Background: an optimization exercise with open tools, aiming at a short achievable clock period and few clock cycles. Do not read the settings as production practice. Where RTL was checked, it was by simulation tests only, not by an equivalence proof against the original. Power and IR drop assume default switching activity.

// csc16
module csc16 (
    input  wire        clk,
    input  wire        rst,
    input  wire        cmd_valid,
    output wire        cmd_ready,
    input  wire [39:0] cmd_word,
    output wire        rsp_valid,
    output wire [2:0]  rsp_status,
    output wire [31:0] rsp_res,
    output reg         str_valid,
    output reg  [7:0]  str_data,
    output wire        tx_valid,
    output wire [7:0]  tx_data,
    input  wire        tx_ok,
    input  wire        tx_fail,
    output wire        rx_req,
    input  wire        rx_valid,
    input  wire [7:0]  rx_data,
    input  wire        rx_timeout,
    input  wire        rx_err
);
For scale: about 680 cells after synthesis, ~120 flip-flops, ~110 I/O pins.
==> flow/config.mk <==
export PLATFORM = sky130hd
export DESIGN_NAME = csc16
export DESIGN_NICKNAME = csc16
export VERILOG_FILES = /design/flow/design.v
export SDC_FILE = /design/flow/constraint.sdc
export NUM_CORES = 4
export LEC_CHECK = 0
export CAP_MARGIN = 20
export CORE_MARGIN = 2
export CORE_UTILIZATION = 40
export SLEW_MARGIN = 20
==> flow/constraint.sdc <==
create_clock -name core_clock -period 4.0 [get_ports {clk}]
set_input_delay 0.8000 -clock core_clock [delete_from_list [all_inputs] [get_ports {clk}]]
set_output_delay 0.8000 -clock core_clock [all_outputs]
set_load 0.01 [all_outputs]
run.sh (not shown) runs the stock make flow with config.mk's settings and CLKGATE_MAP_FILE= SYNTH_SCRIPT=/design/flow/synth_recipe.tcl, a recipe that flattens the netlist after the stock synthesis.
The first run completed with no timing, DRC or antenna violations.
Edit:
- ABC_CLOCK_PERIOD_IN_PS: unset -> 1500
- SETUP_SLACK_MARGIN: unset -> 3.0
- TNS_END_PERCENT: unset -> 100
Result:
- cell area climbs by well over a third
- fmax climbs by well over a third
- count of clock-buffer cells in the layout climbs by 4
- worst setup slack gains 970 ps
- routed wire length climbs by well over a third
- via count climbs by a quarter to a third
Edit:
- SETUP_SLACK_MARGIN: 3.0 -> 2.0
Clock-buffer cell count fell by 2.
Flip-flop and latch count does not change.
Worst setup slack gets worse by 43 ps.
Global-route usage fell by 3.6 points.
No functional check of the RTL was part of any run of this note.

* * *

Another version of the RTL of csc16 (not shown whole).
For scale: ~730 cells after synthesis, ~110 flip-flops, about 110 I/O pins, roughly 0.0068 sq mm of cells after synthesis.
Settings: LEC_CHECK=0, ABC_CLOCK_PERIOD_IN_PS=1500, CAP_MARGIN=20, CORE_MARGIN=2, CORE_UTILIZATION=40, SETUP_SLACK_MARGIN=2.2, SLEW_MARGIN=20, TNS_END_PERCENT=100; clock period 4.0 ns.
The starting point produced a clean layout.
Edit:
--- a/flow/config.mk
+++ b/flow/config.mk
@@ -7,3 +7,3 @@
 export LEC_CHECK = 0
-export ABC_CLOCK_PERIOD_IN_PS = 1500
+export ABC_CLOCK_PERIOD_IN_PS = 500
 export CAP_MARGIN = 20
@@ -11,3 +11,3 @@
 export CORE_UTILIZATION = 40
-export SETUP_SLACK_MARGIN = 2.2
+export SETUP_SLACK_MARGIN = 3.0
 export SLEW_MARGIN = 20
Via count grows by about 7%.
Core utilization grows by 5.2 points.
Clock-buffer cell count shrinks by 8.
Routed wire length grows by 14%.
Synthesized area does not change.
Non-clock buffer count grows by 59.
Total power grows by about 7.5%.
Edit:
--- a/flow/config.mk
+++ b/flow/config.mk
@@ -7,3 +7,3 @@
 export LEC_CHECK = 0
-export ABC_CLOCK_PERIOD_IN_PS = 500
+export ABC_CLOCK_PERIOD_IN_PS = 1500
 export CAP_MARGIN = 20
Outcome: Combinational power is about the same; cell area stays the same; fmax is unchanged; die area is unchanged.
Edit:
--- a/flow/config.mk
+++ b/flow/config.mk
@@ -11,3 +11,3 @@
 export CORE_UTILIZATION = 40
-export SETUP_SLACK_MARGIN = 3.0
+export SETUP_SLACK_MARGIN = 5.0
 export SLEW_MARGIN = 20
Via count is lower by about 0.44%.
Global-route usage is higher by 0.13 points.
Maximum frequency stays flat.
Cell area is higher by about 1%.
Routed wire length is lower by about 1%.
First-iteration DRC count is lower by about 8%.
Worst setup slack barely changes.
Clock-buffer cell count does not change.
Edit:
--- a/flow/config.mk
+++ b/flow/config.mk
@@ -7,3 +7,3 @@
 export LEC_CHECK = 0
-export ABC_CLOCK_PERIOD_IN_PS = 1500
+export ABC_CLOCK_PERIOD_IN_PS = 50
 export CAP_MARGIN = 20
Setup slack stays the same.
Total power is unchanged.
Combinational power stays flat.
Wire length does not change.
Cell area stays the same.
Register-to-register slack is about the same.
Final cell count stays the same.
Hold slack is unchanged.
Die area is unchanged.
Sequential share of layout area does not change.
Area after synthesis stays the same.
Function was not checked in any run of this note: the RTL went through the layout flow alone.

* * *

Another version of the RTL of csc16 (not shown whole).
Size: ~980 cells after synthesis, roughly 0.0084 mm² of cells after synthesis.
==> flow/config.mk <==
export PLATFORM = sky130hd
export DESIGN_NAME = csc16
export DESIGN_NICKNAME = csc16
export VERILOG_FILES = /design/flow/design.v
export SDC_FILE = /design/flow/constraint.sdc
export NUM_CORES = 4
export LEC_CHECK = 0
export ABC_CLOCK_PERIOD_IN_PS = 1500
export CAP_MARGIN = 20
export CORE_MARGIN = 2
export CORE_UTILIZATION = 35
export SETUP_SLACK_MARGIN = 3.0
export SLEW_MARGIN = 20
export SYNTH_HIERARCHICAL = 1
export SYNTH_MINIMUM_KEEP_SIZE = 0
export TNS_END_PERCENT = 100
==> flow/constraint.sdc <==
create_clock -name core_clock -period 4.0 [get_ports {clk}]
set_input_delay 0.8000 -clock core_clock [delete_from_list [all_inputs] [get_ports {clk}]]
set_output_delay 0.8000 -clock core_clock [all_outputs]
set_load 0.01 [all_outputs]
Testbench counts at the start, summed over its fixed seeds: cycles 19,498.
Change:
CORE_UTILIZATION = 40   (was 35)
SETUP_SLACK_MARGIN = 5.0   (was 3.0)
Result: Cell area is about the same. Count of clock-buffer cells in the layout came out higher by 2. Maximum frequency came out higher by 2.4%. Non-clock buffer count came out higher by 5. Clock skew came out lower by 0.0052 ns. Power came out lower by 1.6%. Sequential share of layout area came out lower by 0.13 points. Worst setup slack improved by 0.053 ns. Flip-flop and latch count does not change.

* * *

csc16 again, from the RTL that the note above started with.
Settings: LEC_CHECK=0, ABC_CLOCK_PERIOD_IN_PS=1500, CAP_MARGIN=20, CORE_MARGIN=2, CORE_UTILIZATION=40, SETUP_SLACK_MARGIN=4.0, SLEW_MARGIN=20, SYNTH_HIERARCHICAL=1, SYNTH_MINIMUM_KEEP_SIZE=0, TNS_END_PERCENT=100; clock period 4.0 ns.
Testbench counts at the start, summed over its fixed seeds: cycles 19,498.
==> next run, changes <==
CORE_UTILIZATION = 45   (was 40)
SETUP_SLACK_MARGIN = 5.0   (was 4.0)
The changed run produced a clean layout.
Power is higher by 3.6%.
Non-clock buffer count rises by 4.
Via count hardly moves.
Core utilization increases by 6.4 points.
Area after synthesis is unchanged.
Routed wire length decreases by about 2.8%.
==> next run, changes <==
CORE_UTILIZATION = 40   (was 45)
SETUP_SLACK_MARGIN = 3.0   (was 5.0)
Result:
- total power falls by a few percent
- worst hold slack improves by 38 ps
- core utilization went down by 7.4 points
- synthesized cell count stays the same
- worst setup slack gains 14 ps
- synthesized area does not change
- critical path depth came out lower by 6
- clock skew barely changes
- die area is higher by roughly a tenth
- global-route usage is lower by 2.6 points
- final area rises slightly
==> next run, changes <==
SETUP_SLACK_MARGIN = 2.5   (was 3.0)
After rerunning: Power climbs slightly; combinational power barely changes; core utilization decreases by 1.3 points; worst setup slack degrades by 32 ps; routed wire length is lower by a few percent; area after synthesis is unchanged; global-route usage is lower by 2.1 points; critical path depth does not change; design area came out lower by a few percent; non-clock buffer count rose by 6; cell count climbs slightly.

* * *

csc16, a different RTL version from the one above (not shown whole).
For scale: about 1,000 cells after synthesis, ~110 I/O pins, ~0.0088 mm2 of cells after synthesis.
Settings: LEC_CHECK=0, ABC_CLOCK_PERIOD_IN_PS=1500, CAP_MARGIN=20, CORE_MARGIN=2, CORE_UTILIZATION=40, SETUP_SLACK_MARGIN=2.5, SLEW_MARGIN=20, SYNTH_HIERARCHICAL=1, SYNTH_MINIMUM_KEEP_SIZE=0, TNS_END_PERCENT=100; clock period 4.0 ns.
==> next run, changes <==
- SETUP_SLACK_MARGIN: 2.5 -> 5.0
Outcome: Total power rises by 3.4%. Cell area climbs by 1.5%. Maximum frequency came out lower by 5.1%. Via count grows by 3.0%. Die area stays the same. Cell count rose by 0.76%.
Function was not checked in any run of this note: the RTL went through the layout flow alone.

* * *

Another version of the RTL of csc16 (not shown whole).
Size in the first run: roughly 720 cells after synthesis, ~110 flip-flops, roughly 6700 um^2 of cells after synthesis.
Settings: LEC_CHECK=0, ABC_CLOCK_PERIOD_IN_PS=1500, CAP_MARGIN=20, CORE_MARGIN=2, CORE_UTILIZATION=40, SETUP_SLACK_MARGIN=3.0, SLEW_MARGIN=20, TNS_END_PERCENT=100; clock period 4.0 ns.
Rerun with:
--- a/flow/config.mk
+++ b/flow/config.mk
@@ -6,8 +6,9 @@
 export NUM_CORES = 4
 export LEC_CHECK = 0
-export ABC_CLOCK_PERIOD_IN_PS = 1500
+export ABC_CLOCK_PERIOD_IN_PS = 1000
 export CAP_MARGIN = 20
 export CORE_MARGIN = 2
-export CORE_UTILIZATION = 40
+export CORE_UTILIZATION = 50
+export GPL_TIMING_DRIVEN = 1
 export SETUP_SLACK_MARGIN = 3.0
 export SLEW_MARGIN = 20
After rerunning: Synthesized area does not change; global-route usage went up by 11 points; register-to-register slack loses 130 ps; cell count went down by about 6%; utilization went up by 15 points; critical path depth went up by 1; total power went up by about 6%; clock-buffer cell count went up by 5; clock power went up by about 10%; die area went down by about 20%.
Function was not checked in any run of this note: the RTL went through the layout flow alone.

* * *

== run 3 ==
csc16, a different RTL version from the one above (not shown whole).
Size in the first run: roughly 960 cells after synthesis, ~120 flip-flops, roughly 110 I/O pins, roughly 0.0083 mm^2 of cells after synthesis.
==> flow/config.mk <==
export PLATFORM = sky130hd
export DESIGN_NAME = csc16
export DESIGN_NICKNAME = csc16
export VERILOG_FILES = /design/flow/design.v
export SDC_FILE = /design/flow/constraint.sdc
export NUM_CORES = 4
export LEC_CHECK = 0
export ABC_CLOCK_PERIOD_IN_PS = 50
export CAP_MARGIN = 20
export CORE_MARGIN = 2
export CORE_UTILIZATION = 40
export SETUP_SLACK_MARGIN = 5.0
export SLEW_MARGIN = 20
export TNS_END_PERCENT = 100
==> flow/constraint.sdc <==
create_clock -name core_clock -period 4.0 [get_ports {clk}]
set_input_delay 0.8000 -clock core_clock [delete_from_list [all_inputs] [get_ports {clk}]]
set_output_delay 0.8000 -clock core_clock [all_outputs]
set_load 0.01 [all_outputs]
No stage failed in run 3, and the final checks on the layout all came back clean.
### run 3 -> run 5
Settings: a change of ABC_CLOCK_PERIOD_IN_PS from 50 to 1500.
### Flow results
Reported for run 5 and run 3, layout overhead on the synthesized area turned out identical to the last digit.
Diff run 3..run 5 | number of tap cells inserted | unchanged
Via count essentially unchanged between run 5 and run 3.
No functional check of the RTL was part of any run of this note.

[what the ideal ports hide]
Ports are ideal in the flow. The routed layouts listed here were re-timed in OpenROAD.
Step 1 (the two cells are an assumption about what drives the block):
set clk [get_ports {clk}]
set_driving_cell -lib_cell sky130_fd_sc_hd__clkbuf_16 $clk
set_driving_cell -lib_cell sky130_fd_sc_hd__buf_2 [delete_from_list [all_inputs] $clk]
Step 2 moves the port delays by t, midway between the first and last clock arrival at a register: inputs arrive t later, outputs are due t later. That takes back most of the time a late clock gives input paths.
Slacks: no drivers / after step 1 / after step 2; pairs: no drivers / after step 1.
run	t (ns)	slack for setup (ns)	worst data-port slew with drivers (ns)
the first run of note 1	0.463	0.664 / 0.636 / 0.535	0.04
the second run of note 1	0.462	1.637 / 1.593 / 1.246	0.06
the third run of note 1	0.460	1.595 / 1.594 / 1.137	0.06
the first run of note 2	0.464	1.558 / 1.563 / 1.099	0.09
the second run of note 2	0.470	1.610 / 1.583 / 1.134	0.08
the third run of note 2	0.470	1.610 / 1.583 / 1.134	0.08
the fourth run of note 2	0.476	1.611 / 1.571 / 1.137	0.09
the fifth run of note 2	0.476	1.611 / 1.571 / 1.137	0.09
the first run of note 3	0.469	1.726 / 1.682 / 1.331	0.06
the second run of note 3	0.469	1.779 / 1.732 / 1.330	0.07
the first run of note 4	0.469	1.779 / 1.732 / 1.330	0.07
the second run of note 4	0.466	1.775 / 1.755 / 1.349	0.07
the third run of note 4	0.467	1.789 / 1.744 / 1.354	0.06
the fourth run of note 4	0.463	1.756 / 1.708 / 1.360	0.07
the first run of note 5	0.472	1.537 / 1.546 / 1.074	0.07
the second run of note 5	0.473	1.405 / 1.413 / 0.940	0.07
the first run of note 6	0.467	1.595 / 1.548 / 1.241	0.09
the second run of note 6	0.489	1.533 / 1.536 / 1.047	0.07
run 3	0.477	1.396 / 1.404 / 0.927	0.08
run 5	0.477	1.396 / 1.404 / 0.927	0.08
After both steps every run listed still meets setup and hold. For the second run of note 6, which loses most, drivers alone change the setup slack by +0.003 ns; drivers and shift together by -0.486 ns.
